This is an optimization exercise on Yosys and OpenROAD, whose aim is small area, a short achievable clock period and few clock cycles, not a production implementation.
Only simulation tests tie the RTL to the original design; equivalence was not proved.

## design/flow/design.v

```verilog
module rs_codec (
    input  wire       clk,
    input  wire       rst,
    output wire       ready,
    input  wire       start,
    input  wire       mode,
    input  wire [4:0] k,
    input  wire [7:0] len,
    input  wire       in_valid,
    input  wire [7:0] in_data,
    output wire       in_ready,
    output reg        out_valid,
    output wire [7:0] out_pos,
    output wire [7:0] out_val,
    output reg        done,
    output reg        ok,
    output reg  [3:0] nerr
);
    function [3:0] m4;
        input [3:0] a;
        input [3:0] b;
        integer i;
        reg [3:0] p, aa;
        begin
            p  = 4'h0;
            aa = a;
            for (i = 0; i < 4; i = i + 1) begin
                if (b[i]) p = p ^ aa;
                aa = {aa[2:0], 1'b0} ^ (aa[3] ? 4'h3 : 4'h0);
            end
            m4 = p;
        end
    endfunction
    function [7:0] gf_mul;
        input [7:0] a;
        input [7:0] b;
        reg [3:0] hh, ll, mm;
        begin
            hh = m4(a[7:4], b[7:4]);
            ll = m4(a[3:0], b[3:0]);
            mm = m4(a[7:4] ^ a[3:0], b[7:4] ^ b[3:0]);
            gf_mul = {mm ^ ll, ll ^ m4(hh, 4'h9)};
        end
    endfunction
    function [7:0] gf_inv;
        input [7:0] a;
        reg [3:0] d, di;
        begin
            d = m4(m4(a[7:4], a[7:4]), 4'h9) ^ m4(a[7:4], a[3:0]) ^ m4(a[3:0], a[3:0]);
            case (d)
                4'h0: di = 4'h0;
                4'h1: di = 4'h1;
                4'h2: di = 4'h9;
                4'h3: di = 4'he;
                4'h4: di = 4'hd;
                4'h5: di = 4'hb;
                4'h6: di = 4'h7;
                4'h7: di = 4'h6;
                4'h8: di = 4'hf;
                4'h9: di = 4'h2;
                4'ha: di = 4'hc;
                4'hb: di = 4'h5;
                4'hc: di = 4'ha;
                4'hd: di = 4'h4;
                4'he: di = 4'h3;
                4'hf: di = 4'h8;
                default: di = 4'h0;
            endcase
            gf_inv = {m4(di, a[7:4]), m4(di, a[7:4] ^ a[3:0])};
        end
    endfunction
    function [7:0] phi;
        input [7:0] a;
        begin
            phi[0] = a[0];
            phi[1] = a[5] ^ a[7];
            phi[2] = a[2] ^ a[5];
            phi[3] = a[1] ^ a[4] ^ a[6] ^ a[7];
            phi[4] = a[2] ^ a[4] ^ a[5] ^ a[6] ^ a[7];
            phi[5] = a[2] ^ a[5] ^ a[6];
            phi[6] = a[1] ^ a[3] ^ a[4] ^ a[5];
            phi[7] = a[5];
        end
    endfunction
    function [7:0] phi_inv;
        input [7:0] a;
        begin
            phi_inv[0] = a[0];
            phi_inv[1] = a[2] ^ a[3] ^ a[4];
            phi_inv[2] = a[2] ^ a[7];
            phi_inv[3] = a[1] ^ a[2] ^ a[3] ^ a[5] ^ a[6];
            phi_inv[4] = a[1] ^ a[4] ^ a[5] ^ a[7];
            phi_inv[5] = a[7];
            phi_inv[6] = a[2] ^ a[5];
            phi_inv[7] = a[1] ^ a[7];
        end
    endfunction
    function [127:0] gen_tab;
        input [4:0] kk;
        begin
            case (kk)
                5'd1: gen_tab = 128'h01000000000000000000000000000000;
                5'd2: gen_tab = 128'h49480000000000000000000000000000;
                5'd3: gen_tab = 128'h7d3c4000000000000000000000000000;
                5'd4: gen_tab = 128'h3dd2d638000000000000000000000000;
                5'd5: gen_tab = 128'h655e930ba20000000000000000000000;
                5'd6: gen_tab = 128'h930172f69d8a00000000000000000000;
                5'd7: gen_tab = 128'hab9e4ad8090ca3000000000000000000;
                5'd8: gen_tab = 128'hb10961d2e99962180000000000000000;
                5'd9: gen_tab = 128'h9c1f7eb9ddd89417c300000000000000;
                5'd10: gen_tab = 128'h3a6a7ff35f5c5d973723000000000000;
                5'd11: gen_tab = 128'h9852a5e69f73a4cc42a2ec0000000000;
                5'd12: gen_tab = 128'h0ceb71ea0e657d5414ab4fcf00000000;
                5'd13: gen_tab = 128'h5b799d59b5599a75caff292ed6000000;
                5'd14: gen_tab = 128'h3cd2de44d03fff7e6bab9032dca50000;
                5'd15: gen_tab = 128'h2d16f3a59630088f8f132e3ff6665000;
                5'd16: gen_tab = 128'ha7758ec10c7b6440a539b7e186e6c2a7;
                default: gen_tab = 128'h0;
            endcase
        end
    endfunction
    function [7:0] aneg_k;
        input [4:0] kk;
        begin
            case (kk)
                5'd1:  aneg_k = 8'h26; 5'd2:  aneg_k = 8'h45; 5'd3:  aneg_k = 8'h99; 5'd4:  aneg_k = 8'h3a;
                5'd5:  aneg_k = 8'hba; 5'd6:  aneg_k = 8'hd2; 5'd7:  aneg_k = 8'h51; 5'd8:  aneg_k = 8'h53;
                5'd9:  aneg_k = 8'h1f; 5'd10: aneg_k = 8'h95; 5'd11: aneg_k = 8'h84; 5'd12: aneg_k = 8'he3;
                5'd13: aneg_k = 8'hb4; 5'd14: aneg_k = 8'h20; 5'd15: aneg_k = 8'h82; 5'd16: aneg_k = 8'h24;
                default: aneg_k = 8'h00;
            endcase
        end
    endfunction
    function [7:0] aneg_2k;
        input [4:0] kk;
        begin
            case (kk)
                5'd1:  aneg_2k = 8'h45; 5'd2:  aneg_2k = 8'h3a; 5'd3:  aneg_2k = 8'hd2; 5'd4:  aneg_2k = 8'h53;
                5'd5:  aneg_2k = 8'h95; 5'd6:  aneg_2k = 8'he3; 5'd7:  aneg_2k = 8'h20; 5'd8:  aneg_2k = 8'h24;
                5'd9:  aneg_2k = 8'h13; 5'd10: aneg_2k = 8'hdd; 5'd11: aneg_2k = 8'hc5; 5'd12: aneg_2k = 8'hb9;
                5'd13: aneg_2k = 8'h9e; 5'd14: aneg_2k = 8'h42; 5'd15: aneg_2k = 8'hc2; 5'd16: aneg_2k = 8'h41;
                default: aneg_2k = 8'h00;
            endcase
        end
    endfunction
    localparam [127:0] ALPHA_POS  = 128'h8a11675794a2a62d1a38f65840344801;
    localparam [135:0] ALPHA_NEG  = 136'h248220b4e384951f5351d2ba3a99452601;
    localparam [135:0] ALPHA_NEG2 = 136'h41c2429eb9c5dd132420e39553d23a4501;
    reg       st_idle;     
    reg       st_in;       
    reg       st_bma;      
    reg       st_bmb;      
    reg       st_uph;      
    reg       st_chn;      
    reg       st_fw;       
    reg       st_out;      
    reg       inr_r;
    reg       mode_r;
    reg [4:0] k_r;
    reg [7:0] len_r;
    reg       rem1;        
    reg       rem2;        
    reg       init_r;      
    reg [7:0] d_r;         
    reg       v_r;         
    reg       last_r;      
    reg [7:0] cnt;         
    reg       lastit;      
    reg       pos0;        
    reg [4:0] oc;          
    reg       oc2;         
    reg [4:0] L;
    reg       lc_r;        
    reg       dlnz;        
    reg       pend;        
    reg [7:0] dl;          
    reg [7:0] iv;          
    reg       fp_v;        
    reg [7:0] fp_pos, fp_uz;
    reg       syn_r, enc_r, rot_r, inj_r, wr_r, fsel_r;
    reg       s0_r;        
    reg [7:0] fp_slot;     
    reg [7:0] R   [0:15];
    reg [7:0] lam [1:8];   
    reg [7:0] bt  [0:7];   
    wire [3:0] t = k_r[4:1];
    assign ready    = st_idle;
    assign in_ready = inr_r;
    assign out_pos  = mode_r ? R[7] : cnt;
    assign out_val  = phi_inv(R[15]);
    wire take = in_valid & inr_r;
    wire is_last = v_r ? rem2 : rem1;
    wire [127:0] gen = gen_tab(init_r ? k_r : 5'd0);    
    wire [7:0]   fb  = d_r ^ R[15];
    wire         st_fb = !(st_bma | st_bmb | st_chn);
    reg  [7:0] ym   [1:8];    
    reg  [7:0] mp   [1:8];    
    reg  [7:0] xn   [0:7];    
    reg  [7:0] yn   [0:7];    
    reg  [7:0] np   [0:7];    
    reg  [7:0] bus;
    reg  [7:0] dot;           
    reg  [7:0] csum;          
    reg  [7:0] codd;          
    reg  [7:0] uval;          
    reg  [7:0] inv_in, inv_out;
    reg  [7:0] codd_sel;      
    reg  [7:0] fe;            
    integer i;
    always @* begin
        csum = 8'h01;
        codd = 8'h00;
        for (i = 1; i < 9; i = i + 1) begin
            csum = csum ^ lam[i];
            if (i % 2 == 1) codd = codd ^ lam[i];
        end
        uval = 8'h00;
        for (i = 0; i < 8; i = i + 1)
            uval = uval ^ bt[i];
        bus = ({8{st_bma}} & iv) | ({8{st_bmb | st_chn}} & dl) | ({8{st_fb}} & fb);
        for (i = 1; i < 9; i = i + 1)
            ym[i] = mode_r ? R[7+i] : fb;
        for (i = 0; i < 8; i = i + 1) begin
            xn[i] = bt[i];
            yn[i] = bus;
        end
        codd_sel = codd;
        inv_in  = st_chn ? codd_sel : dl;
        inv_out = gf_inv(inv_in);
        if (st_chn) begin
            xn[0] = uval;           
            xn[1] = aneg_k(k_r);    
        end
        if (fsel_r) begin
            xn[2] = fp_uz;      
            yn[2] = iv;
        end
        for (i = 1; i < 9; i = i + 1)
            mp[i] = gf_mul(lam[i], ym[i]);
        for (i = 0; i < 8; i = i + 1)
            np[i] = gf_mul(xn[i], yn[i]);
        fe = np[2];
        dot = R[7];
        for (i = 1; i < 9; i = i + 1)
            dot = dot ^ mp[i];
    end
    wire root = (csum == 8'h00);
    wire step = st_chn;
    wire [2:0] slot_ix = L[2:0] - 3'd1 - oc[2:0];
    wire [7:0] slot_oh = 8'h01 << slot_ix;
    wire len0     = (len_r == 8'd0);
    wire in2out   = st_in & ((init_r & len0) | (last_r & !mode_r));
    wire in2bma   = st_in & last_r & mode_r;        
    wire uph_fin  = st_uph & ((L > {1'b0, t}) | (L == 5'd0));
    wire uph2chn  = st_uph & !uph_fin & (cnt[3:0] == L[3:0] - 4'd1);
    wire chn2fw   = st_chn & root & (oc + 5'd1 == L);
    wire chn_fail = st_chn & !chn2fw & pos0;
    wire show1    = in2out | st_fw;
    wire one      = st_fw ? (L == 5'd1) : (k_r == 5'd1);
    wire last_sh  = (show1 & one) | (st_out & oc2);
    wire n_idle   = (st_idle & !start) | uph_fin | chn_fail | last_sh;
    wire n_in     = (st_idle & start) | (st_in & !in2out & !in2bma);
    wire n_bma    = st_bmb & !lastit;
    wire n_bmb    = st_bma | in2bma;
    wire n_uph    = (st_bmb & lastit) | (st_uph & !uph_fin & !uph2chn);
    wire n_chn    = uph2chn | (st_chn & !chn2fw & !chn_fail);
    wire n_fw     = chn2fw;
    wire n_out    = (show1 & !one) | (st_out & !oc2);
    always @(posedge clk) begin
        out_valid <= 1'b0;
        done      <= 1'b0;
        v_r       <= take & !rst;
        last_r    <= take & is_last & !rst;
        d_r       <= phi(in_data);
        init_r    <= 1'b0;
        fp_v      <= 1'b0;
        syn_r     <= take & mode_r & !rst;
        enc_r     <= take & !mode_r & !rst;
        rot_r     <= !rst & (n_bmb | n_uph | n_out);
        inj_r     <= !rst & ((st_bma & lastit) | (in2bma & (k_r == 5'd1)) | n_uph);
        fsel_r    <= !rst & (n_chn | n_fw);
        wr_r      <= !rst & st_chn & root;
        if (rst) begin
            st_idle <= 1'b1;
            st_in   <= 1'b0;
            st_bma  <= 1'b0;
            st_bmb  <= 1'b0;
            st_uph  <= 1'b0;
            st_chn  <= 1'b0;
            st_fw   <= 1'b0;
            st_out  <= 1'b0;
            inr_r   <= 1'b0;
            ok      <= 1'b0;
            nerr    <= 4'd0;
        end else begin
            if (v_r) begin
                cnt  <= cnt - 8'd1;
                rem1 <= (cnt == 8'd2);
                rem2 <= (cnt == 8'd3);
            end
            if (take && is_last) inr_r <= 1'b0;
            if (st_idle && start) begin
                mode_r  <= mode;
                k_r     <= k;
                len_r   <= len;
                cnt     <= len;
                rem1    <= (len == 8'd1);
                rem2    <= (len == 8'd2);
                inr_r   <= (len != 8'd0);
                init_r  <= 1'b1;
            end
            if (st_in) begin
                if ((init_r && len_r == 8'd0) || (last_r && !mode_r)) begin
                    cnt    <= len_r;
                end else if (last_r) begin
                    cnt    <= 8'd0;
                    lastit <= (k_r == 5'd1);
                    L      <= 5'd0;
                    pend   <= 1'b0;
                    dl     <= R[7] ^ d_r;
                    dlnz   <= (R[7] != d_r);
                    lc_r   <= 1'b1;
                end
            end
            if (st_bma) begin
                dl     <= dot;
                dlnz   <= (dot != 8'h00);
                lc_r   <= ({L, 1'b0} <= {1'b0, cnt[4:0]});
                pend   <= 1'b0;
            end
            if (st_bmb) begin
                if (dlnz && lc_r) begin
                    L    <= cnt[4:0] + 5'd1 - L;
                    iv   <= inv_out;
                    pend <= 1'b1;
                end
                if (lastit) begin
                    cnt    <= 8'd0;
                end else begin
                    cnt    <= cnt + 8'd1;
                    lastit <= (cnt[4:0] + 5'd2 == k_r);
                end
            end
            if (st_uph) begin
                dl <= 8'h01;
                if (L > {1'b0, t} || L == 5'd0) begin
                    done    <= 1'b1;
                    ok      <= (L == 5'd0);
                    nerr    <= 4'd0;
                end else if (cnt[3:0] == L[3:0] - 4'd1) begin
                    cnt     <= len_r - 8'd1;
                    pos0    <= (len_r == 8'd1);
                    oc      <= 5'd0;
                end else begin
                    cnt <= cnt + 8'd1;
                end
            end
            if (st_chn) begin
                dl <= np[1];
                if (root) begin
                    fp_v    <= 1'b1;
                    fp_pos  <= cnt;
                    fp_uz   <= np[0];
                    iv      <= inv_out;
                    fp_slot <= slot_oh;
                    oc      <= oc + 5'd1;
                end
                if (chn2fw) begin
                end else if (pos0) begin
                    done    <= 1'b1;
                    ok      <= 1'b0;
                    nerr    <= 4'd0;
                end else begin
                    cnt  <= cnt - 8'd1;
                    pos0 <= (cnt == 8'd1);
                end
            end
            if (show1) begin
                out_valid <= 1'b1;
                oc        <= st_fw ? L : k_r;
                oc2       <= st_fw ? (L == 5'd2) : (k_r == 5'd2);
            end
            if (st_out) begin
                out_valid <= 1'b1;
                oc        <= oc - 5'd1;
                oc2       <= (oc == 5'd3);
                cnt       <= cnt + 8'd1;
            end
            if (last_sh) begin
                done    <= 1'b1;
                ok      <= 1'b1;
                nerr    <= mode_r ? L[3:0] : 4'd0;
            end
            st_idle <= n_idle;
            st_in   <= n_in;
            st_bma  <= n_bma;
            st_bmb  <= n_bmb;
            st_uph  <= n_uph;
            st_chn  <= n_chn;
            st_fw   <= n_fw;
            st_out  <= n_out;
        end
    end
    wire r_syn  = syn_r;
    wire r_enc  = enc_r;
    wire r_rot  = rot_r;
    wire inject = inj_r;
    wire r_wr   = wr_r;
    always @(posedge clk) begin
        if (init_r) begin
            for (i = 0; i < 16; i = i + 1)
                R[i] <= 8'h00;
        end else if (r_syn) begin
            for (i = 0; i < 8; i = i + 1)
                R[i] <= gf_mul(R[i], ALPHA_POS[8*(7-i) +: 8]) ^ d_r;
            for (i = 8; i < 16; i = i + 1)
                R[i] <= gf_mul(R[i], ALPHA_POS[8*(23-i) +: 8]) ^ d_r;
        end else if (r_enc) begin
            R[0] <= np[0];
            for (i = 1; i < 8; i = i + 1)
                R[i] <= R[i-1] ^ np[i];
            for (i = 8; i < 16; i = i + 1)
                R[i] <= R[i-1] ^ mp[i-7];
        end else if (r_rot) begin
            R[0] <= R[15];
            for (i = 1; i < 16; i = i + 1)
                R[i] <= R[i-1];
            if (inject) R[7] <= 8'h00;
        end else if (r_wr) begin
            for (i = 0; i < 8; i = i + 1)
                if (fp_slot[i]) begin
                    R[7-i]  <= fp_pos;
                    R[15-i] <= fe;
                end
        end
        if (init_r) begin
            for (i = 1; i < 9; i = i + 1)
                lam[i] <= mode_r ? 8'h00 : gen[8*(i+7) +: 8];
        end else if (st_bmb) begin
            for (i = 1; i < 9; i = i + 1)
                lam[i] <= lam[i] ^ np[i-1];
        end else if (step) begin
            for (i = 1; i < 9; i = i + 1)
                lam[i] <= gf_mul(lam[i], ALPHA_NEG[8*i +: 8]);
        end
        if (init_r) begin
            for (i = 0; i < 8; i = i + 1)
                bt[i] <= mode_r ? ((i == 0) ? 8'h01 : 8'h00) : gen[8*i +: 8];
        end else if (st_bma) begin
            if (pend)
                for (i = 0; i < 8; i = i + 1)
                    bt[i] <= np[i];
        end else if (st_bmb) begin
            if (dlnz && lc_r) begin
                bt[0] <= 8'h01;
                for (i = 1; i < 8; i = i + 1)
                    bt[i] <= lam[i];
            end else begin
                bt[0] <= 8'h00;
                for (i = 1; i < 8; i = i + 1)
                    bt[i] <= bt[i-1];
            end
        end else if (st_uph) begin
            for (i = 0; i < 8; i = i + 1)
                if (cnt[2:0] == i[2:0])
                    bt[i] <= dot;
                else if (cnt[2:0] == 3'd0)
                    bt[i] <= 8'h00;
        end else if (step) begin
            for (i = 0; i < 8; i = i + 1)
                bt[i] <= gf_mul(bt[i], ALPHA_NEG[8*i +: 8]);
        end
    end
endmodule
```

## design/flow/run.sh

```bash
#!/bin/bash
# synth_recipe.tcl (not shown) runs the flow's synth.tcl, then flattens the netlist and writes it again
# the make line also repeats each setting of config.mk as NAME=value (left out here)
make -C /OpenROAD-flow-scripts/flow DESIGN_CONFIG=/design/flow/config.mk WORK_HOME=/design/flow/orfs CLKGATE_MAP_FILE= SYNTH_SCRIPT=/design/flow/synth_recipe.tcl finish
```

## design/flow/config.mk

```make
export PLATFORM = sky130hd
export DESIGN_NAME = rs_codec
export DESIGN_NICKNAME = rs_codec
export VERILOG_FILES = /design/flow/design.v
export SDC_FILE = /design/flow/constraint.sdc
export NUM_CORES = 4
export LEC_CHECK = 0
export CAP_MARGIN = 20
export CORE_MARGIN = 2
export CORE_UTILIZATION = 60
export SETUP_SLACK_MARGIN = 5
export SLEW_MARGIN = 20
```

## design/flow/constraint.sdc

```tcl
create_clock -name core_clock -period 10.0 [get_ports {clk}]
set_input_delay 2.0000 -clock core_clock [delete_from_list [all_inputs] [get_ports {clk}]]
set_output_delay 2.0000 -clock core_clock [all_outputs]
set_load 0.01 [all_outputs]
```

==> impl_results.rst, run 1 <==
.. list-table::
   :header-rows: 1

   * - Metric
     - Value
   * - Worst Max-Slew Pin Slew
     - 1.29 ns
   * - Wirelength per Cell
     - 29.7 µm
   * - Total CTS buffers
     - 49
   * - Area of the placeable core
     - 78900 µm²
   * - Post-synth ARST share
     - 0%
   * - Number of synthesized register bits
     - 377
   * - Critical Path Sink Type
     - output pin
   * - Synthesized net count
     - 6384
   * - Longest individual stage delay on the worst path
     - 0.91 ns
   * - Final nets
     - 6174
   * - Global-route wire length before repair
     - 306000 µm
   * - Largest fanout of any net on the critical path
     - 11
   * - Slowest cell on crit path
     - sky130_fd_sc_hd__o21ai_0
   * - EDFF count, synth
     - 208
   * - Arithmetic-cell share of the synthesized area counting full adders, half adders and majority gates
     - 1.53%
   * - Clock skew
     - 0.0469 ns
   * - Port Buf Inserts
     - 50
   * - Cell Count Post-Placement
     - 7023
   * - TritonCTS Sinks
     - 377
   * - Area of the die
     - 81700 µm²
   * - Post-route worst hold slack
     - 0.502 ns
   * - Total wirelength of the detailed-routed design
     - 213000 µm
   * - Antenna Nets Post-Route
     - 0
   * - Xor/xnor cell area share of the yosys netlist
     - 32.1%
   * - Cell area after synthesis
     - 47700 µm²
   * - Leading cell type by number of instances after synthesis
     - sky130_fd_sc_hd__xnor2_1
   * - Area fraction in compound gates after synthesis
     - 20.4%
   * - Final cycle utilization of the critical path
     - 51.3%
   * - Io pins
     - 51
   * - Mux cell area share after synthesis
     - 4.40%
   * - TNS Setup
     - 0 ns
   * - Fraction of the mapped netlist area in simple logic gates
     - 16.0%
   * - Final setup vio count
     - 0
   * - Result of the run
     - timing/DRC/antenna clean
   * - Final Hold Fails
     - 0
   * - Largest family of logic cells by synthesized area
     - XOR/XNOR gates
   * - Hold buffers post-CTS
     - 0
   * - Maximum clock path buffer count
     - 3
   * - Row Count
     - 103
   * - Max Transition Viols Final
     - 0
   * - Crit path arrival time
     - 3.13 ns
   * - Vias in the first global route
     - 44.6k
   * - Clock-pin slew of the registers on the worst-case setup and hold paths
     - 0.06 ns
   * - DPL Wire Length
     - 154000 µm
   * - Upper clock frequency limit
     - 0.195 GHz
   * - Top flip-flop cell by instance count after synthesis
     - sky130_fd_sc_hd__edfxtp_1
   * - Number of maximum-capacitance violations
     - 0
   * - Critical path, cell by cell
     - clkinv_1 -> o21ai_0 -> clkdlybuf4s50_1
   * - Share of the synthesized area in the top cell type
     - 21.1%
   * - Number of remaining DRC errors
     - 0
   * - Total grt overflow
     - 0
   * - Post-synthesis cell type count
     - 91
   * - CTS H-Tree Depth
     - 2
   * - Overall via count from detail_route
     - 49.2k
   * - Mean instance size in the synthesized netlist
     - 7.57 µm²
   * - Most area-hungry cell type in the Yosys netlist
     - sky130_fd_sc_hd__xnor2_1
   * - Yosys warning total
     - 9
   * - Non-filler cells, final
     - 7182
   * - Dominant cells by area after synthesis
     - sky130_fd_sc_hd__xnor2_1 (21%), sky130_fd_sc_hd__edfxtp_1 (13%), sky130_fd_sc_hd__xor2_1 (9.0%), sky130_fd_sc_hd__dfxtp_1 (7.1%), sky130_fd_sc_hd__nand2_1 (6.9%)
   * - Weighted congestion reported at the end of routability-driven placement
     - 1.10
   * - Class of the worst hold path
     - flip-flop to flip-flop
   * - Number of iterations in the first detailed-routing pass
     - 12
   * - Insertion delay of the later-clocked pin in the worst-skew pair
     - 0.67 ns
   * - Share of the yosys chip area belonging to registers
     - 20.2%
   * - Library cell used as clock root buffer
     - sky130_fd_sc_hd__clkbuf_16
   * - Data required time at the worst endpoint
     - 8.00 ns
   * - CTS tree
     - built
   * - Signed area change from the synthesized netlist to the final layout
     - 8.60%
   * - Initial Utilization
     - 60.4%
   * - Chip Width
     - 286 µm
   * - Unrepaired setup endpoints after global routing
     - false
   * - Slew headroom
     - 13.3%
   * - Routed via count divided by cell count
     - 6.85
   * - Commonest cells in the synthesized netlist
     - sky130_fd_sc_hd__xnor2_1 (1147), sky130_fd_sc_hd__nand2_1 (875), sky130_fd_sc_hd__nor2_1 (560), sky130_fd_sc_hd__xor2_1 (491), sky130_fd_sc_hd__a21oi_1 (381)
   * - Pin count of the biggest net entering global routing
     - 140
   * - Worst Setup Path Type
     - flip-flop to output pin
   * - All-Layer GR Usage
     - 50.2%
   * - Fraction of layout cells with a size suffix above 1
     - 8.41%
   * - Shortest period the worst path allows
     - 5.13 ns
   * - DRT iter0 DRCs
     - 7776
   * - Diode insertion count for antenna repair
     - 0
   * - Gate count of the mapped netlist
     - 6301
   * - Fillers
     - 7047
   * - Antenna violations before repair
     - 8
   * - Floorplan die height
     - 286 µm
   * - CP startpoint kind
     - flip-flop
worst max-delay path: cells and delay by family, from the launching register on:
| kind | cells | cell delay (ns) |
|---|---|---|
| buffers and inverters | 2 | 1.19 |
| AOI/OAI and AO/OA | 1 | 0.91 |
| DFF | 1 | 0.35 |
cells in the final DEF (no fill, tap or decap), types with 44 or more instances in the layout:
master,synthesis,layout
sky130_fd_sc_hd__xnor2_1,1147,1113
sky130_fd_sc_hd__nand2_1,875,873
sky130_fd_sc_hd__nor2_1,560,554
sky130_fd_sc_hd__xor2_1,491,480
sky130_fd_sc_hd__a21oi_1,381,375
sky130_fd_sc_hd__o21ai_0,380,373
sky130_fd_sc_hd__edfxtp_1,208,208
sky130_fd_sc_hd__buf_4,18,188
sky130_fd_sc_hd__dfxtp_1,169,152
sky130_fd_sc_hd__o22ai_1,127,127
sky130_fd_sc_hd__nor3_1,127,125
sky130_fd_sc_hd__mux2i_1,139,122
sky130_fd_sc_hd__inv_1,111,108
sky130_fd_sc_hd__a211oi_1,105,104
sky130_fd_sc_hd__a22oi_1,93,93
sky130_fd_sc_hd__o211ai_1,65,65
sky130_fd_sc_hd__nand3_1,59,59
sky130_fd_sc_hd__ha_1,55,52
sky130_fd_sc_hd__clkbuf_16,0,52
sky130_fd_sc_hd__clkdlybuf4s50_1,0,50
sky130_fd_sc_hd__nor2b_1,49,48
sky130_fd_sc_hd__nand2b_1,44,44
sky130_fd_sc_hd__mux2_2,46,44
kinds of logic after synthesis:
logic type / after synthesis
AND/OR/NAND/NOR: 1825
XOR/XNOR: 1685
AO/OA/AOI/OAI: 1517
buffers and inverters: 644
flip-flops: 377
multiplexers: 196
adder cells (fa/ha/maj): 57
state kept, by name (all words and copies together), names as in the netlist, 4 cells and up, named ones only:
name and cells:
iv 8, nerr 4, bt 64, R 128
L 5, fp_uz 8, dl 8, lam 64
cnt 8, d_r 8, oc 5, k_r 5
fp_pos 8, fp_slot 8, len_r 8
timing repair:
action                                  in CTS  in global routing
pin swaps                                   13                 18
endpoints found under the setup margin      90                108
buffers inserted                            38                 26
resized for setup                           50                 90
cloned                                       0                  2
per-stage QoR:
stage	setup slack, ns	utilization, %	instance area (µm²)
after global placement	4.12	61.6	48600
after floorplan	5.40	-	47700
after CTS	5.00	64.7	51000
final	4.87	65.6	51800
after detailed placement	4.01	61.6	48600
after global routing	4.94	65.6	51800
per-layer routing:
layer / GRT usage, % / up-vias / part of all wire [%]
met1: 63.9 / 23004 / 36
li1: - / 21220 / -
met5: 0.756 / - / 0.062
met2: 71.3 / 3954 / 40
met3: 16.2 / 1039 / 15
met4: 35.7 / 8 / 9.2
cell type report:
class | count | area, µm² | area share (%)
tap | 1050 | 1310 | 2.54
timing repair buffer | 258 | 2220 | 4.29
clock buffer | 58 | 1330 | 2.57
inverter | 124 | 480 | 0.928
clock inverter | 34 | 433 | 0.836
multi-input combinational | 5281 | 36300 | 70.2
sequential | 377 | 9660 | 18.7
path summary, 6_finish.rpt:
path / end / cells past startpoint / from / slack [ns]
max: out_pos[2] / 3 / cnt[2] / 4.87
min: inr_r / 2 / inr_r / 0.50
max reg2reg: bt[6][6] / 15 / d_r[1] / 4.98
min reg2reg: inr_r / 2 / inr_r / 0.50
Testbench counts, summed over its fixed seeds: cycles 69,930.
==> inputs of run 2 (changes only) <==
--- a/design/flow/design.v
+++ b/design/flow/design.v
@@ -402,30 +402,25 @@
         end
     end
     wire r_syn  = syn_r;
+    wire r_sh   = enc_r | rot_r;        
+    reg  [7:0] ra [0:15];
+    reg  [7:0] rb [0:15];
+    always @* begin
+        for (i = 0; i < 16; i = i + 1) begin
+            ra[i] = ({8{syn_r}} & gf_mul(R[i], ALPHA_POS[8*((i < 8) ? (7-i) : (23-i)) +: 8]))
+                  | ({8{r_sh}} & ((i == 0) ? ({8{rot_r}} & R[15]) : R[(i+15)%16]));
+            rb[i] = ({8{syn_r}} & d_r) | ({8{enc_r}} & ((i < 8) ? np[i] : mp[i-7]));
+        end
+        if (inj_r) ra[7] = 8'h00;
+    end
     wire r_enc  = enc_r;
     wire r_rot  = rot_r;
     wire inject = inj_r;
     wire r_wr   = wr_r;
     always @(posedge clk) begin
-        if (init_r) begin
+        if (init_r | r_syn | r_enc | r_rot) begin
             for (i = 0; i < 16; i = i + 1)
-                R[i] <= 8'h00;
-        end else if (r_syn) begin
-            for (i = 0; i < 8; i = i + 1)
-                R[i] <= gf_mul(R[i], ALPHA_POS[8*(7-i) +: 8]) ^ d_r;
-            for (i = 8; i < 16; i = i + 1)
-                R[i] <= gf_mul(R[i], ALPHA_POS[8*(23-i) +: 8]) ^ d_r;
-        end else if (r_enc) begin
-            R[0] <= np[0];
-            for (i = 1; i < 8; i = i + 1)
-                R[i] <= R[i-1] ^ np[i];
-            for (i = 8; i < 16; i = i + 1)
-                R[i] <= R[i-1] ^ mp[i-7];
-        end else if (r_rot) begin
-            R[0] <= R[15];
-            for (i = 1; i < 16; i = i + 1)
-                R[i] <= R[i-1];
-            if (inject) R[7] <= 8'h00;
+                R[i] <= ra[i] ^ rb[i];
         end else if (r_wr) begin
             for (i = 0; i < 8; i = i + 1)
                 if (fp_slot[i]) begin
==> impl_results.rst, run 2 <==
.. list-table::
   :header-rows: 1

   * - Metric
     - Value
   * - Data required time at the worst endpoint
     - 10.39 ns
   * - Largest fanout of any net on the critical path
     - 44
   * - Area of the placeable core
     - 75700 µm²
   * - Overall via count from detail_route
     - 45.3k
   * - Smallest setup slack after layout
     - 4.91 ns
   * - Critical path, cell by cell
     - or2_1 -> a22o_1 -> a21o_1 -> buf_4 -> nand2_1 -> o21ai_0 -> a22oi_1 -> xnor2_1 -> xnor2_1 -> o21bai_2 -> xor2_1 -> a21o_1
   * - Weighted congestion reported at the end of routability-driven placement
     - 1.14
   * - Routed via count divided by cell count
     - 6.91
   * - Commonest non-fill, non-tap cell in the layout
     - sky130_fd_sc_hd__xnor2_1
   * - Final Hold Fails
     - 0
   * - Critical Path Sink Type
     - flip-flop
   * - Top flip-flop cell by instance count after synthesis
     - sky130_fd_sc_hd__edfxtp_1
   * - Total grt overflow
     - 0
   * - Number of remaining DRC errors
     - 0
   * - Longest individual stage delay on the worst path
     - 0.89 ns
   * - Final nets
     - 5605
   * - Post-synth ARST share
     - 0%
   * - Global-route wire length before repair
     - 288000 µm
   * - CTS tree
     - built
   * - Final setup vio count
     - 0
   * - DRT iter0 DRCs
     - 7652
   * - Wirelength per Cell
     - 31.0 µm
   * - Unrepaired setup endpoints after global routing
     - true
   * - Maximum clock path buffer count
     - 3
   * - Slew headroom
     - 21.6%
   * - TNS Setup
     - 0 ns
   * - Number of maximum-capacitance violations
     - 0
   * - Gate count of the mapped netlist
     - 5634
   * - All-Layer GR Usage
     - 50.1%
   * - Mean instance size in the synthesized netlist
     - 8.12 µm²
   * - Leading cell type by number of instances after synthesis
     - sky130_fd_sc_hd__xnor2_1
   * - Worst Setup Path Type
     - flip-flop to flip-flop
   * - Largest registers ranked by flip-flop count
     - R: 128 flops, bt: 64 flops, lam: 64 flops
   * - Share of the yosys chip area belonging to registers
     - 23.9%
   * - Most area-hungry cell type in the Yosys netlist
     - sky130_fd_sc_hd__edfxtp_1
   * - Top library cells by usage in the layout, fill and taps aside
     - sky130_fd_sc_hd__xnor2_1 (1065), sky130_fd_sc_hd__nand2_1 (806), sky130_fd_sc_hd__xor2_1 (476)
   * - Total wirelength of the detailed-routed design
     - 203000 µm
   * - Post-synthesis cell type count
     - 97
   * - Fillers
     - 6517
   * - Slowest cell on crit path
     - sky130_fd_sc_hd__xnor2_1
   * - Row Count
     - 101
   * - Clock skew
     - 0.0527 ns
   * - Crit path arrival time
     - 5.48 ns
   * - Signed area change from the synthesized netlist to the final layout
     - 8.68%
   * - Cell area after synthesis
     - 45700 µm²
   * - Fraction of layout cells with a size suffix above 1
     - 8.43%
   * - Insertion delay of the later-clocked pin in the worst-skew pair
     - 0.66 ns
   * - Flip-flop count of the largest register, all copies and words added
     - 128
   * - Yosys warning total
     - 11
   * - Area of the die
     - 78500 µm²
   * - Shortest period the worst path allows
     - 5.09 ns
   * - Class of the worst hold path
     - flip-flop to flip-flop
   * - Total CTS buffers
     - 49
   * - CTS H-Tree Depth
     - 2
   * - Final cycle utilization of the critical path
     - 50.9%
   * - Antenna Nets Post-Route
     - 0
   * - CP startpoint kind
     - flip-flop
   * - Dominant cells by area after synthesis
     - sky130_fd_sc_hd__edfxtp_1 (22%), sky130_fd_sc_hd__xnor2_1 (21%), sky130_fd_sc_hd__xor2_1 (9.2%), sky130_fd_sc_hd__nand2_1 (6.6%), sky130_fd_sc_hd__a21oi_1 (3.9%)
   * - Clock-pin slew of the registers on the worst-case setup and hold paths
     - 0.06 ns
   * - Synthesized net count
     - 5717
   * - Commonest cells in the synthesized netlist
     - sky130_fd_sc_hd__xnor2_1 (1095), sky130_fd_sc_hd__nand2_1 (809), sky130_fd_sc_hd__xor2_1 (479), sky130_fd_sc_hd__nor2_1 (453), sky130_fd_sc_hd__a21oi_1 (358)
   * - Antenna violations before repair
     - 15
   * - Pre-CTS worst setup slack
     - 4.02 ns
   * - Vias in the first global route
     - 40.9k
   * - Initial Utilization
     - 60.4%
   * - Chip Width
     - 280 µm
   * - Upper clock frequency limit
     - 0.197 GHz
   * - Port Buf Inserts
     - 50
   * - TritonCTS Sinks
     - 377
   * - Io pins
     - 51
   * - Most flops, register
     - R
   * - Number of synthesized register bits
     - 377
   * - Max Transition Viols Final
     - 0
   * - Result of the run
     - timing/DRC/antenna clean
   * - Hold buffers post-CTS
     - 0
   * - Pin count of the biggest net entering global routing
     - 82
   * - Worst Max-Slew Pin Slew
     - 1.17 ns
   * - DPL Wire Length
     - 150000 µm
   * - Library cell used as clock root buffer
     - sky130_fd_sc_hd__clkbuf_16
   * - Number of iterations in the first detailed-routing pass
     - 10
   * - Share of the synthesized area in the top cell type
     - 22.1%
   * - EDFF count, synth
     - 336
   * - Floorplan die height
     - 280 µm
[run 2: cell types whose count changed in the layout (fill, tap and decap cells not counted), sizes merged, moves of 28 or more]
cell / previous run / this run
dfxtp: 169 / 41
edfxtp: 208 / 336
nor2: 560 / 453
a22oi: 93 / 193
a211oi: 107 / 16
o21ai: 389 / 316
nand2: 875 / 809
nor3: 128 / 62
xnor2: 1160 / 1115
inv: 119 / 82
nor2b: 49 / 21
[run 2: path summary, 6_finish.rpt]
path                start      end  slack [ns]  cells after the start
hold reg to reg   nerr[1]  nerr[1]        0.50                      2
setup reg to reg   st_bmb  R[6][3]        4.91                     12
hold / removal    nerr[1]  nerr[1]        0.50                      2
setup / recovery   st_bmb  R[6][3]        4.91                     12
[run 2: area by class of cell]
type | count | area (µm²) | share of cell area (%)
Clock inverter | 34 | 372 | 0.747
Timing Repair Buffer | 246 | 2100 | 4.23
Inverter | 88 | 350 | 0.705
Timing Repair inverter | 1 | 5.00 | 0.0101
Clock buffer | 56 | 1260 | 2.54
Antenna cell | 17 | 42.5 | 0.0856
Sequential cell | 377 | 10900 | 22.0
Multi-Input combinational cell | 4759 | 33400 | 67.2
Tap cell | 978 | 1220 | 2.46
[run 2: layer usage]
layer | global-route usage (%) | vias to the layer above | part of all wire, %
met5 | 0 | - | 0.016
met4 | 40.0 | 6 | 10
met3 | 17.1 | 1018 | 15
met2 | 69.9 | 3964 | 40
met1 | 62.8 | 21138 | 35
li1 | - | 19170 | -
[run 2: logic make-up after synthesis]
| family | synth area share [%] |
|---|---|
| and+or+nand+nor | 14.3 |
| xor gates and xnor gates | 33.4 |
| buffers and inverters | 4.46 |
| DFF | 23.9 |
| adders and majority gates | 1.59 |
| muxes | 4.52 |
| AOI/OAI and AO/OA | 17.8 |
[run 2: repair_timing]
action / CTS / global route
cloned: 2 / 0
setup endpoints to repair: 100 / 97
pin swaps: 9 / 15
resized for setup: 39 / 61
setup buffers: 38 / 22
[run 2: per-stage QoR]
step / hold slack [ns] / std cells / util [%] / cell area (µm²)
after CTS: 0.507 / 6517 / 64.9 / 49100
after global routing: 0.532 / 6541 / 65.6 / 49700
after global placement: 0.492 / 6387 / 61.9 / 46900
after detailed placement: 0.494 / 6387 / 61.9 / 46900
final: 0.497 / 6556 / 65.7 / 49700
after floorplan: 0.424 / 5634 / - / 45700
[run 2: worst max-delay path, delay by kind of cell (launching register included)]
family / cells / cell delay (ns)
xor gates and xnor gates: 3 / 1.39
and+or+nand+nor: 2 / 0.91
AOI/OAI and AO/OA: 6 / 1.38
buffers and inverters: 1 / 0.32
DFF: 1 / 0.74
Testbench counts of run 2, summed over its fixed seeds: cycles 69,930.
==> inputs of run 3 (changes only) <==
--- a/design/flow/design.v
+++ b/design/flow/design.v
@@ -176,10 +176,9 @@
     reg [7:0] dl;          
     reg [7:0] iv;          
     reg       fp_v;        
-    reg [7:0] fp_pos, fp_uz;
+    reg [7:0] fp_uz;
     reg       syn_r, enc_r, rot_r, inj_r, wr_r, fsel_r;
     reg       s0_r;        
-    reg [7:0] fp_slot;     
     reg [7:0] R   [0:15];
     reg [7:0] lam [1:8];   
     reg [7:0] bt  [0:7];   
@@ -208,12 +207,8 @@
     reg  [7:0] fe;            
     integer i;
     always @* begin
-        csum = 8'h01;
-        codd = 8'h00;
-        for (i = 1; i < 9; i = i + 1) begin
-            csum = csum ^ lam[i];
-            if (i % 2 == 1) codd = codd ^ lam[i];
-        end
+        codd = lam[1] ^ lam[3] ^ lam[5] ^ lam[7];
+        csum = codd ^ lam[2] ^ lam[4] ^ lam[6] ^ lam[8] ^ 8'h01;
         uval = 8'h00;
         for (i = 0; i < 8; i = i + 1)
             uval = uval ^ bt[i];
@@ -246,8 +241,9 @@
     end
     wire root = (csum == 8'h00);
     wire step = st_chn;
-    wire [2:0] slot_ix = L[2:0] - 3'd1 - oc[2:0];
+    wire [2:0] slot_ix = L[2:0] - oc[2:0];
     wire [7:0] slot_oh = 8'h01 << slot_ix;
+    wire [7:0] wr_pos  = st_fw ? cnt : cnt + 8'd1;
     wire len0     = (len_r == 8'd0);
     wire in2out   = st_in & ((init_r & len0) | (last_r & !mode_r));
     wire in2bma   = st_in & last_r & mode_r;        
@@ -359,10 +355,8 @@
                 dl <= np[1];
                 if (root) begin
                     fp_v    <= 1'b1;
-                    fp_pos  <= cnt;
                     fp_uz   <= np[0];
                     iv      <= inv_out;
-                    fp_slot <= slot_oh;
                     oc      <= oc + 5'd1;
                 end
                 if (chn2fw) begin
@@ -402,6 +396,30 @@
         end
     end
     wire r_syn  = syn_r;
+    wire       b_cp  = st_bmb & dlnz & lc_r;      
+    wire       b_sh  = st_bmb & !(dlnz & lc_r);   
+    wire       b_sc  = st_bma & pend;             
+    reg  [7:0] lam_nx [1:8];
+    reg  [7:0] bt_nx  [0:7];
+    reg  [7:0] bt_en;
+    always @* begin
+        for (i = 1; i < 9; i = i + 1)
+            lam_nx[i] = ({8{init_r & !mode_r}} & gen[8*(i+7) +: 8])
+                      | ({8{st_bmb}} & (lam[i] ^ np[i-1]))
+                      | ({8{step}} & gf_mul(lam[i], ALPHA_NEG[8*i +: 8]));
+        for (i = 0; i < 8; i = i + 1) begin
+            bt_nx[i] = ({8{init_r & !mode_r}} & gen[8*i +: 8])
+                     | ({8{b_sc}} & np[i])
+                     | ({8{st_uph & (cnt[2:0] == i[2:0])}} & dot)
+                     | ({8{step}} & gf_mul(bt[i], ALPHA_NEG[8*i +: 8]));
+            if (i == 0)
+                bt_nx[i] = bt_nx[i] | {7'd0, (init_r & mode_r) | b_cp};
+            else
+                bt_nx[i] = bt_nx[i] | ({8{b_cp}} & lam[i]) | ({8{b_sh}} & bt[i-1]);
+            bt_en[i] = init_r | b_sc | st_bmb | step
+                     | (st_uph & ((cnt[2:0] == i[2:0]) | (cnt[2:0] == 3'd0)));
+        end
+    end
     wire r_sh   = enc_r | rot_r;        
     reg  [7:0] ra [0:15];
     reg  [7:0] rb [0:15];
@@ -423,47 +441,16 @@
                 R[i] <= ra[i] ^ rb[i];
         end else if (r_wr) begin
             for (i = 0; i < 8; i = i + 1)
-                if (fp_slot[i]) begin
-                    R[7-i]  <= fp_pos;
+                if (slot_oh[i]) begin
+                    R[7-i]  <= wr_pos;
                     R[15-i] <= fe;
                 end
         end
-        if (init_r) begin
-            for (i = 1; i < 9; i = i + 1)
-                lam[i] <= mode_r ? 8'h00 : gen[8*(i+7) +: 8];
-        end else if (st_bmb) begin
-            for (i = 1; i < 9; i = i + 1)
-                lam[i] <= lam[i] ^ np[i-1];
-        end else if (step) begin
+        if (init_r | st_bmb | step)
             for (i = 1; i < 9; i = i + 1)
-                lam[i] <= gf_mul(lam[i], ALPHA_NEG[8*i +: 8]);
-        end
-        if (init_r) begin
-            for (i = 0; i < 8; i = i + 1)
-                bt[i] <= mode_r ? ((i == 0) ? 8'h01 : 8'h00) : gen[8*i +: 8];
-        end else if (st_bma) begin
-            if (pend)
-                for (i = 0; i < 8; i = i + 1)
-                    bt[i] <= np[i];
-        end else if (st_bmb) begin
-            if (dlnz && lc_r) begin
-                bt[0] <= 8'h01;
-                for (i = 1; i < 8; i = i + 1)
-                    bt[i] <= lam[i];
-            end else begin
-                bt[0] <= 8'h00;
-                for (i = 1; i < 8; i = i + 1)
-                    bt[i] <= bt[i-1];
-            end
-        end else if (st_uph) begin
-            for (i = 0; i < 8; i = i + 1)
-                if (cnt[2:0] == i[2:0])
-                    bt[i] <= dot;
-                else if (cnt[2:0] == 3'd0)
-                    bt[i] <= 8'h00;
-        end else if (step) begin
-            for (i = 0; i < 8; i = i + 1)
-                bt[i] <= gf_mul(bt[i], ALPHA_NEG[8*i +: 8]);
-        end
+                lam[i] <= lam_nx[i];
+        for (i = 0; i < 8; i = i + 1)
+            if (bt_en[i])
+                bt[i] <= bt_nx[i];
     end
 endmodule
==> impl_results.rst, run 3 <==
.. list-table::
   :header-rows: 1

   * - Metric
     - Value
   * - Most flops, register
     - R
   * - Total grt overflow
     - 0
   * - Largest fanout of any net on the critical path
     - 10
   * - Total CTS buffers
     - 46
   * - Floorplan die height
     - 275 µm
   * - Post-synth ARST share
     - 0%
   * - Wirelength per Cell
     - 29.6 µm
   * - Number of iterations in the first detailed-routing pass
     - 12
   * - Final cycle utilization of the critical path
     - 50.8%
   * - CTS tree
     - built
   * - All-Layer GR Usage
     - 48.1%
   * - Cell area after synthesis
     - 43900 µm²
   * - Flip-flop count of the largest register, all copies and words added
     - 128
   * - Pin count of the biggest net entering global routing
     - 86
   * - Dominant cells by area after synthesis
     - sky130_fd_sc_hd__xnor2_1 (23%), sky130_fd_sc_hd__edfxtp_1 (22%), sky130_fd_sc_hd__xor2_1 (9.9%), sky130_fd_sc_hd__nand2_1 (7.1%), sky130_fd_sc_hd__a22oi_1 (3.7%)
   * - Critical Path Sink Type
     - flip-flop
   * - Maximum clock path buffer count
     - 3
   * - Area of the die
     - 75400 µm²
   * - Fraction of layout cells with a size suffix above 1
     - 8.49%
   * - DPL Wire Length
     - 140000 µm
   * - Clock skew
     - 0.0455 ns
   * - Share of the yosys chip area belonging to registers
     - 23.7%
   * - Leading cell type by number of instances after synthesis
     - sky130_fd_sc_hd__xnor2_1
   * - TNS Setup
     - 0 ns
   * - Post-route worst hold slack
     - 0.485 ns
   * - Final Hold Fails
     - 0
   * - Row Count
     - 99
   * - Mean instance size in the synthesized netlist
     - 8.08 µm²
   * - Placed inst area
     - 45300 µm²
   * - Global-route wire length before repair
     - 266000 µm
   * - DRT iter0 DRCs
     - 6914
   * - Commonest non-fill, non-tap cell in the layout
     - sky130_fd_sc_hd__xnor2_1
   * - Antenna violations before repair
     - 20
   * - Commonest cells in the synthesized netlist
     - sky130_fd_sc_hd__xnor2_1 (1154), sky130_fd_sc_hd__nand2_1 (829), sky130_fd_sc_hd__xor2_1 (495), sky130_fd_sc_hd__nor2_1 (351), sky130_fd_sc_hd__clkbuf_1 (328)
   * - Non-filler cells, final
     - 6348
   * - Clock-pin slew of the registers on the worst-case setup and hold paths
     - 0.06 ns
   * - Top library cells by usage in the layout, fill and taps aside
     - sky130_fd_sc_hd__xnor2_1 (1126), sky130_fd_sc_hd__nand2_1 (827), sky130_fd_sc_hd__xor2_1 (484)
   * - Final nets
     - 5420
   * - Library cell used as clock root buffer
     - sky130_fd_sc_hd__clkbuf_16
   * - Antenna Nets Post-Route
     - 0
   * - Insertion delay of the later-clocked pin in the worst-skew pair
     - 0.64 ns
   * - Most area-hungry cell type in the Yosys netlist
     - sky130_fd_sc_hd__xnor2_1
   * - Number of maximum-capacitance violations
     - 0
   * - Number of remaining DRC errors
     - 0
   * - Unrepaired setup endpoints after global routing
     - true
   * - Max Transition Viols Final
     - 0
   * - Shortest period the worst path allows
     - 5.08 ns
   * - Result of the run
     - timing/DRC/antenna clean
   * - Data required time at the worst endpoint
     - 10.39 ns
   * - Area of the placeable core
     - 72700 µm²
   * - Slew headroom
     - 20.8%
   * - Worst Setup Path Type
     - flip-flop to flip-flop
   * - CP startpoint kind
     - flip-flop
   * - TritonCTS Sinks
     - 361
   * - Routed via count divided by cell count
     - 6.74
   * - Class of the worst hold path
     - flip-flop to flip-flop
   * - Hold buffers post-CTS
     - 0
   * - Top flip-flop cell by instance count after synthesis
     - sky130_fd_sc_hd__edfxtp_1
   * - Cell Count Post-Placement
     - 6187
   * - Gate count of the mapped netlist
     - 5437
   * - Number of synthesized register bits
     - 361
   * - Synthesized net count
     - 5520
   * - EDFF count, synth
     - 320
   * - Vias in the first global route
     - 38.2k
   * - Initial Utilization
     - 60.4%
   * - Yosys warning total
     - 13
   * - Fillers
     - 6279
   * - Weighted congestion reported at the end of routability-driven placement
     - 1.10
   * - Largest registers ranked by flip-flop count
     - R: 128 flops, bt: 64 flops, lam: 64 flops
   * - Worst Max-Slew Pin Slew
     - 1.19 ns
   * - CTS H-Tree Depth
     - 2
   * - Share of the synthesized area in the top cell type
     - 23.0%
   * - Port Buf Inserts
     - 50
   * - Total wirelength of the detailed-routed design
     - 188000 µm
   * - Final setup vio count
     - 0
   * - Upper clock frequency limit
     - 0.197 GHz
   * - Crit path arrival time
     - 5.46 ns
   * - Finished layout cell area
     - 48100 µm²
   * - Post-synthesis cell type count
     - 89
   * - Signed area change from the synthesized netlist to the final layout
     - 9.35%
   * - Chip Width
     - 275 µm
   * - Overall via count from detail_route
     - 42.8k
   * - Io pins
     - 51
[run 3: cell types whose count changed in the layout (fill, tap and decap cells not counted), moves of 21 or more]
cell	change
sky130_fd_sc_hd__nor2_1	-107
sky130_fd_sc_hd__o22ai_1	-83
sky130_fd_sc_hd__xnor2_1	+61
sky130_fd_sc_hd__a21oi_1	-49
sky130_fd_sc_hd__a222oi_1	+39
sky130_fd_sc_hd__inv_1	+31
sky130_fd_sc_hd__o221ai_1	+23
sky130_fd_sc_hd__a22oi_1	+22
sky130_fd_sc_hd__mux2i_1	-21
sky130_fd_sc_hd__nand2_1	+21
[run 3: per-stage QoR]
stage	utilization [%]	setup slack [ns]
global route	66.0	4.89
floorplan	-	5.03
finish	66.1	4.92
detailed placement	62.3	3.76
CTS	65.1	4.82
global placement	62.3	3.85
[run 3: final cells by class]
cell class / count / area, µm² / area share (%)
clock inverter: 30 / 330 / 0.687
clock buffer: 54 / 1210 / 2.52
inverter: 120 / 458 / 0.953
timing repair buffer: 250 / 2040 / 4.24
antenna: 16 / 40.0 / 0.0833
sequential: 361 / 10400 / 21.7
multi-input combinational: 4558 / 32300 / 67.3
tap: 959 / 1200 / 2.50
[run 3: worst paths after layout]
path / startpoint / to / slack, ns / cells after the start
worst min-delay path: st_in / st_in / 0.49 / 2
worst max register to register: R[15][4] / dl[6] / 4.92 / 14
worst min register to register: st_in / st_in / 0.49 / 2
worst max-delay path: R[15][4] / dl[6] / 4.92 / 14
[run 3: metal layers]
metal  vias up  routed length, µm  GRT usage, %  part of all wire [%]
met3       847              27900          18.7                    15
met2      3425              74500          67.0                    40
met5         -                106             0                 0.056
li1      18468                  -             -                     -
met1     20021              68600          60.4                    37
met4        14              16700          34.5                   8.9
[run 3: repair_timing]
action / in CTS / in global routing
gates cloned: 0 / 0
setup buffers: 25 / 35
endpoints found under the setup margin: 74 / 106
pin swaps: 7 / 37
gates resized for setup: 38 / 81
[run 3: critical path, stage by stage (launching register included)]
cell	delay (ns)
sky130_fd_sc_hd__edfxtp_1	0.76
sky130_fd_sc_hd__xor2_2	0.32
sky130_fd_sc_hd__buf_4	0.30
sky130_fd_sc_hd__mux2i_2	0.46
sky130_fd_sc_hd__xnor2_1	0.25
sky130_fd_sc_hd__or3_1	0.40
sky130_fd_sc_hd__a32oi_1	0.28
sky130_fd_sc_hd__xnor2_1	0.13
sky130_fd_sc_hd__xnor2_1	0.63
sky130_fd_sc_hd__xnor2_1	0.19
sky130_fd_sc_hd__xnor2_1	0.23
sky130_fd_sc_hd__xnor2_1	0.16
sky130_fd_sc_hd__buf_4	0.35
sky130_fd_sc_hd__a21oi_1	0.16
sky130_fd_sc_hd__a22o_1	0.20
[run 3: logic make-up after synthesis]
family | share of synthesized area (%)
xor gates and xnor gates | 34.6
and+or+nand+nor | 13.9
AOI/OAI and AO/OA | 17.8
buffers and inverters | 4.54
DFF | 23.7
muxes | 3.70
adders and majority gates | 1.66
Testbench counts of run 3, summed over its fixed seeds: cycles 69,930.
==> inputs of run 4 (changes only) <==
--- a/design/flow/config.mk
+++ b/design/flow/config.mk
@@ -5,8 +5,8 @@
 export SDC_FILE = /design/flow/constraint.sdc
 export NUM_CORES = 4
 export LEC_CHECK = 0
-export CAP_MARGIN = 20
+export CAP_MARGIN = 35
 export CORE_MARGIN = 2
 export CORE_UTILIZATION = 60
 export SETUP_SLACK_MARGIN = 5
-export SLEW_MARGIN = 20
+export SLEW_MARGIN = 35
==> impl_results.rst, run 4 <==
.. list-table::
   :header-rows: 1

   * - Metric
     - Value
   * - Critical path, cell by cell
     - xnor2_4 -> xnor2_2 -> a21o_1 -> inv_4 -> ha_4 -> inv_2 -> a211o_1 -> and2_4 -> xnor2_4 -> or3_4 -> a21oi_4 -> nor2_4 -> buf_6 -> ha_4 -> nand2_4 -> a32oi_4 -> buf_6 -> a21oi_2 -> a21oi_2 -> xor3_1 -> mux2_4
   * - Largest registers ranked by flip-flop count
     - R: 128 flops, bt: 64 flops, lam: 64 flops
   * - Post-synth ARST share
     - 0%
   * - Sequential cell area
     - 10400 µm²
   * - Yosys warning total
     - 13
   * - Commonest non-fill, non-tap cell in the layout
     - sky130_fd_sc_hd__xnor2_1
   * - Xor/xnor cell area share of the yosys netlist
     - 34.6%
   * - Shortest period the worst path allows
     - 4.99 ns
   * - Share of the synthesized area in the top cell type
     - 23.0%
   * - Largest delay share family, worst path
     - compound AO/OA/AOI/OAI gates
   * - Worst Max-Slew Pin Slew
     - 1.06 ns
   * - Weighted congestion reported at the end of routability-driven placement
     - 1.10
   * - Gate count of the mapped netlist
     - 5437
   * - CP startpoint kind
     - flip-flop
   * - DPL Wire Length
     - 140000 µm
   * - CTS tree
     - built
   * - Vias in the first global route
     - 38.2k
   * - Synthesized net count
     - 5520
   * - Leading cell type by number of instances after synthesis
     - sky130_fd_sc_hd__xnor2_1
   * - Overall via count from detail_route
     - 42.8k
   * - Global-route wire length before repair
     - 265000 µm
   * - Area of the die
     - 75400 µm²
   * - Top library cells by usage in the layout, fill and taps aside
     - sky130_fd_sc_hd__xnor2_1 (1122), sky130_fd_sc_hd__nand2_1 (827), sky130_fd_sc_hd__xor2_1 (483)
   * - Library cell used as clock root buffer
     - sky130_fd_sc_hd__clkbuf_16
   * - Critical Path Sink Type
     - flip-flop
   * - Chip Width
     - 275 µm
   * - Largest fanout of any net on the critical path
     - 5
   * - Post-synthesis cell type count
     - 89
   * - Antenna violations before repair
     - 22
   * - Number of iterations in the first detailed-routing pass
     - 10
   * - Commonest cells in the synthesized netlist
     - sky130_fd_sc_hd__xnor2_1 (1154), sky130_fd_sc_hd__nand2_1 (829), sky130_fd_sc_hd__xor2_1 (495), sky130_fd_sc_hd__nor2_1 (351), sky130_fd_sc_hd__clkbuf_1 (328)
   * - Max Transition Viols Final
     - 0
   * - Pre-CTS worst setup slack
     - 3.80 ns
   * - Total grt overflow
     - 0
   * - Area fraction in compound gates after synthesis
     - 17.8%
   * - Start point of the critical path
     - lam[7][0]
   * - Area used by multi-input combinational logic
     - 32400 µm²
   * - Dominant cells by area after synthesis
     - sky130_fd_sc_hd__xnor2_1 (23%), sky130_fd_sc_hd__edfxtp_1 (22%), sky130_fd_sc_hd__xor2_1 (9.9%), sky130_fd_sc_hd__nand2_1 (7.1%), sky130_fd_sc_hd__a22oi_1 (3.7%)
   * - Unrepaired setup endpoints after global routing
     - true
   * - All-Layer GR Usage
     - 48.1%
   * - Total wirelength of the detailed-routed design
     - 188000 µm
   * - Critical path depth
     - 21
   * - Port Buf Inserts
     - 50
   * - Largest family of logic cells by synthesized area
     - XOR/XNOR gates
   * - Smallest setup slack after layout
     - 5.01 ns
   * - Final Hold Fails
     - 0
   * - Final cycle utilization of the critical path
     - 49.9%
   * - R2R cell count
     - 21
   * - Fillers
     - 6280
   * - Number of buffers and inverters on the critical path
     - 4
   * - Crit path arrival time
     - 5.38 ns
   * - Flip-flop count of the largest register, all copies and words added
     - 128
   * - Initial Utilization
     - 60.4%
   * - Clock-pin slew of the registers on the worst-case setup and hold paths
     - 0.06 ns
   * - Number of remaining DRC errors
     - 0
   * - Top flip-flop cell by instance count after synthesis
     - sky130_fd_sc_hd__edfxtp_1
   * - Upper clock frequency limit
     - 0.201 GHz
   * - Routed via count divided by cell count
     - 6.75
   * - Mux cell area share after synthesis
     - 3.70%
   * - Final nets
     - 5419
   * - Maximum clock path buffer count
     - 3
   * - Wirelength per Cell
     - 29.7 µm
   * - Longest individual stage delay on the worst path
     - 0.49 ns
   * - Destination of the critical timing path
     - iv[2]
   * - Pin count of the biggest net entering global routing
     - 86
   * - TNS Setup
     - 0 ns
   * - Slowest cell on crit path
     - sky130_fd_sc_hd__edfxtp_1
   * - Number of maximum-capacitance violations
     - 0
   * - TritonCTS Sinks
     - 361
   * - Worst Setup Path Type
     - flip-flop to flip-flop
   * - Data required time at the worst endpoint
     - 10.40 ns
   * - Cell area after synthesis
     - 43900 µm²
   * - Total CTS buffers
     - 45
   * - Mean instance size in the synthesized netlist
     - 8.08 µm²
   * - Share of the yosys chip area belonging to registers
     - 23.7%
   * - Arithmetic-cell share of the synthesized area counting full adders, half adders and majority gates
     - 1.66%
   * - Floorplan die height
     - 275 µm
   * - Insertion delay of the later-clocked pin in the worst-skew pair
     - 0.65 ns
   * - Worst R2R Setup Slack
     - 5.01 ns
   * - Class of the worst hold path
     - flip-flop to flip-flop
   * - Result of the run
     - timing/DRC/antenna clean
   * - Most area-hungry cell type in the Yosys netlist
     - sky130_fd_sc_hd__xnor2_1
   * - Startpoint of the worst-slack reg-to-reg timing path
     - lam[7][0]
   * - Antenna Nets Post-Route
     - 0
   * - Slew headroom
     - 29.1%
   * - Most flops, register
     - R
   * - Area of the placeable core
     - 72700 µm²
   * - Number of synthesized register bits
     - 361
   * - Post-route worst hold slack
     - 0.504 ns
   * - DRT iter0 DRCs
     - 7012
   * - Final setup vio count
     - 0
   * - Signed area change from the synthesized netlist to the final layout
     - 9.44%
   * - CTS H-Tree Depth
     - 2
   * - Fraction of layout cells with a size suffix above 1
     - 8.47%
   * - Row Count
     - 99
   * - R2R Path End
     - iv[2]
   * - EDFF count, synth
     - 320
   * - Fraction of the mapped netlist area in simple logic gates
     - 13.9%
   * - Io pins
     - 51
   * - Clock skew
     - 0.0491 ns
run 4: cell counts after synthesis:
No cell type changed its count.
run 4: timing repair:
item | 4_1_cts | 5_1_grt
gates resized for setup | 31 | 82
pin swaps | 8 | 26
hold buffers | 0 | 0
endpoints found under the setup margin | 17 | 105
setup buffers | 24 | 36
run 4: final cells by class:
type,count,share of cell area [%]
multi-input cells,4558,67.4
flip-flops and latches,361,21.7
repair buffers,250,4.27
clock buffers,60,2.58
well taps,959,2.49
inverters,120,0.957
clock inverters,22,0.551
diodes,13,0.0676
run 4: cell families (layout without fill, tap and decap cells):
logic type | Yosys count | in the layout
simple gates | 1466 | 1466
xor+xnor | 1684 | 1684
mux | 154 | 154
fa+ha+maj | 57 | 57
other cells | 0 | 13
buf+inv | 518 | 452
compound gates | 1197 | 1197
flops | 361 | 361
run 4: metal layers:
layer	GRT usage (%)	routed length, µm
met1	60.8	68400
met2	67.6	75200
met3	17.2	27600
met4	34.7	16800
met5	0	107
run 4: stage by stage:
step           instance area, µm²  utilization, %  cells
6_report                    48100            66.2   6343
2_1_floorplan               43900               -   5437
3_3_place_gp                45300            62.3   6186
4_1_cts                     47300            65.1   6294
5_1_grt                     48100            66.1   6331
3_5_place_dp                45400            62.5   6188
run 4: how the worst min path moves through the flow:
| stage | startpoint | endpoint | slack (ns) | depth (start not counted) |
|---|---|---|---|---|
| floorplan | st_in | st_in | 0.46 | 2 |
| global placement | st_in | st_in | 0.47 | 2 |
| detailed placement | st_in | st_in | 0.49 | 2 |
| CTS | st_in | st_in | 0.50 | 2 |
| global route | nerr[0] | nerr[0] | 0.55 | 2 |
| finish | st_in | st_in | 0.50 | 2 |
run 4: tightest hold or removal path, stage by stage (launching register included):
cell                      delay [ns]
sky130_fd_sc_hd__dfxtp_1        0.33
sky130_fd_sc_hd__nand2_1        0.06
sky130_fd_sc_hd__a21oi_1        0.06
==> inputs of run 5 (changes only) <==
--- a/design/flow/config.mk
+++ b/design/flow/config.mk
@@ -7,6 +7,6 @@
 export LEC_CHECK = 0
 export CAP_MARGIN = 35
 export CORE_MARGIN = 2
-export CORE_UTILIZATION = 60
+export CORE_UTILIZATION = 50
 export SETUP_SLACK_MARGIN = 5
 export SLEW_MARGIN = 35
==> impl_results.rst, run 5 <==
.. list-table::
   :header-rows: 1

   * - Metric
     - Value
   * - Dominant cells by area after synthesis
     - sky130_fd_sc_hd__xnor2_1 (23%), sky130_fd_sc_hd__edfxtp_1 (22%), sky130_fd_sc_hd__xor2_1 (9.9%), sky130_fd_sc_hd__nand2_1 (7.1%), sky130_fd_sc_hd__a22oi_1 (3.7%)
   * - Final setup vio count
     - 0
   * - Slew headroom
     - 28.7%
   * - Synthesized net count
     - 5520
   * - Crit path arrival time
     - 5.48 ns
   * - Library cell used as clock root buffer
     - sky130_fd_sc_hd__clkbuf_16
   * - Number of remaining DRC errors
     - 0
   * - Share of the yosys chip area belonging to registers
     - 23.7%
   * - Vias in the first global route
     - 38.9k
   * - DPL Wire Length
     - 150000 µm
   * - Insertion delay of the later-clocked pin in the worst-skew pair
     - 0.66 ns
   * - Weighted congestion reported at the end of routability-driven placement
     - 1.06
   * - Global-route wire length before repair
     - 288000 µm
   * - Row Count
     - 108
   * - Result of the run
     - timing/DRC/antenna clean
   * - Commonest non-fill, non-tap cell in the layout
     - sky130_fd_sc_hd__xnor2_1
   * - Clock-pin slew of the registers on the worst-case setup and hold paths
     - 0.06 ns
   * - CTS H-Tree Depth
     - 2
   * - Mean instance size in the synthesized netlist
     - 8.08 µm²
   * - Final cycle utilization of the critical path
     - 51.5%
   * - Clock skew
     - 0.0400 ns
   * - CP startpoint kind
     - flip-flop
   * - Cell area after synthesis
     - 43900 µm²
   * - Port Buf Inserts
     - 50
   * - Total CTS buffers
     - 48
   * - Routed via count divided by cell count
     - 6.55
   * - Hold buffers post-CTS
     - 0
   * - Max Transition Viols Final
     - 0
   * - Most area-hungry cell type in the Yosys netlist
     - sky130_fd_sc_hd__xnor2_1
   * - Final nets
     - 5440
   * - Worst Max-Slew Pin Slew
     - 1.06 ns
   * - Most flops, register
     - R
   * - Pin count of the biggest net entering global routing
     - 91
   * - Fillers
     - 8025
   * - Total grt overflow
     - 0
   * - Post-synth ARST share
     - 0%
   * - Area used by multi-input combinational logic
     - 32700 µm²
   * - Antenna violations before repair
     - 7
   * - Overall via count from detail_route
     - 42.9k
   * - DRT iter0 DRCs
     - 7076
   * - Wirelength per Cell
     - 31.2 µm
   * - Largest registers ranked by flip-flop count
     - R: 128 flops, bt: 64 flops, lam: 64 flops
   * - Area of the placeable core
     - 86900 µm²
   * - Gate count of the mapped netlist
     - 5437
   * - Leading cell type by number of instances after synthesis
     - sky130_fd_sc_hd__xnor2_1
   * - Largest fanout of any net on the critical path
     - 10
   * - All-Layer GR Usage
     - 44.0%
## run 5: cell counts after synthesis
Identical to the previous run, type by type.
## run 5: critical path: stages, from the launching register on
cell and delay [ns]:
sky130_fd_sc_hd__dfxtp_1 0.30, sky130_fd_sc_hd__buf_4 0.22, sky130_fd_sc_hd__xor2_2 0.55, sky130_fd_sc_hd__buf_4 0.37, sky130_fd_sc_hd__mux2i_1 0.30, sky130_fd_sc_hd__xnor2_1 0.60, sky130_fd_sc_hd__nor2b_1 0.12, sky130_fd_sc_hd__xnor2_1 0.20
sky130_fd_sc_hd__xnor2_1 0.15, sky130_fd_sc_hd__xnor2_1 0.60, sky130_fd_sc_hd__xnor2_1 0.19, sky130_fd_sc_hd__xnor2_1 0.26, sky130_fd_sc_hd__xnor2_1 0.16, sky130_fd_sc_hd__buf_4 0.37, sky130_fd_sc_hd__nand4_1 0.13, sky130_fd_sc_hd__nor2_1 0.11
sky130_fd_sc_hd__a31oi_1 0.17
## run 5: what timing repair did
item | 4_1_cts | 5_1_grt
endpoints found under the setup margin | 68 | 96
pin swaps | 15 | 22
gates resized for setup | 58 | 94
buffers inserted | 34 | 37
gates cloned | 0 | 1
## run 5: cell type report
| type | count | share of cell area (%) |
|---|---|---|
| antenna | 2 | 0.0102 |
| inverter | 120 | 0.935 |
| multi-input combinational | 4558 | 66.7 |
| clock inverter | 23 | 0.529 |
| tap | 1155 | 2.95 |
| clock buffer | 67 | 2.89 |
| sequential | 361 | 21.3 |
| timing repair buffer | 268 | 4.62 |
## run 5: through the flow
stage	hold slack, ns	utilization (%)	std cells	setup slack [ns]
after global routing	0.516	56.4	6552	4.82
after detailed placement	0.474	52.6	6388	3.61
final	0.484	56.4	6554	4.85
after floorplan	0.457	-	5437	5.03
after global placement	0.479	52.5	6386	3.63
after CTS	0.483	55.3	6512	4.96
## run 5: logic make-up after synthesis
kind of cell | Yosys count | synth area share, %
XOR/XNOR | 1684 | 34.6
flip-flops | 361 | 23.7
buffers and inverters | 518 | 4.54
multiplexers | 154 | 3.70
adder cells (fa/ha/maj) | 57 | 1.66
AO/OA/AOI/OAI | 1197 | 17.8
AND/OR/NAND/NOR | 1466 | 13.9
## run 5: path summary, 6_finish.rpt
check | startpoint | end | cells after the start
setup / recovery | d_r[3] | dlnz | 16
hold / removal | st_in | st_in | 2
setup reg to reg | d_r[3] | dlnz | 16
hold reg to reg | st_in | st_in | 2
## run 5: per-layer routing
metal / global-route usage (%) / wire length, µm
met1: 58.9 / 77800
met2: 61.6 / 82300
met3: 12.4 / 28000
met4: 28.4 / 16300
met5: 0 / 22

-- what the ideal ports hide --
The results above use ideal ports. As a check the final layouts listed here were re-extracted and re-timed, cells and wires unchanged.
Step 1 assumes that a clkbuf_16 drives the clock port and a buf_2 every other input.
Step 2 also shifts input and output timing later by t, the mid clock arrival at the registers, as if the neighbouring blocks saw the same clock.
Slacks: ideal / step 1 / step 2; pairs: ideal / step 1.
run	shift t [ns]	setup WS [ns]	worst setup path at the end	clock arrival spread, ns	slew at the worst register clock pin (ns)
run 1	0.726	4.873 / 4.797 / 4.879	input to register	0.047 / 0.047	0.07 / 0.07
run 2	0.711	4.911 / 4.911 / 4.911	register to register	0.053 / 0.052	0.07 / 0.07
run 3	0.688	4.923 / 4.923 / 4.923	register to register	0.046 / 0.045	0.07 / 0.07
run 4	0.691	5.015 / 5.015 / 4.955	input to register	0.049 / 0.049	0.07 / 0.07
run 5	0.714	4.854 / 4.854 / 4.854	register to register	0.040 / 0.040	0.07 / 0.07
After both steps setup and hold are still met in every run listed. For run 4, which loses most, drivers alone change the setup slack by 0.000 ns; drivers and shift together by -0.060 ns.
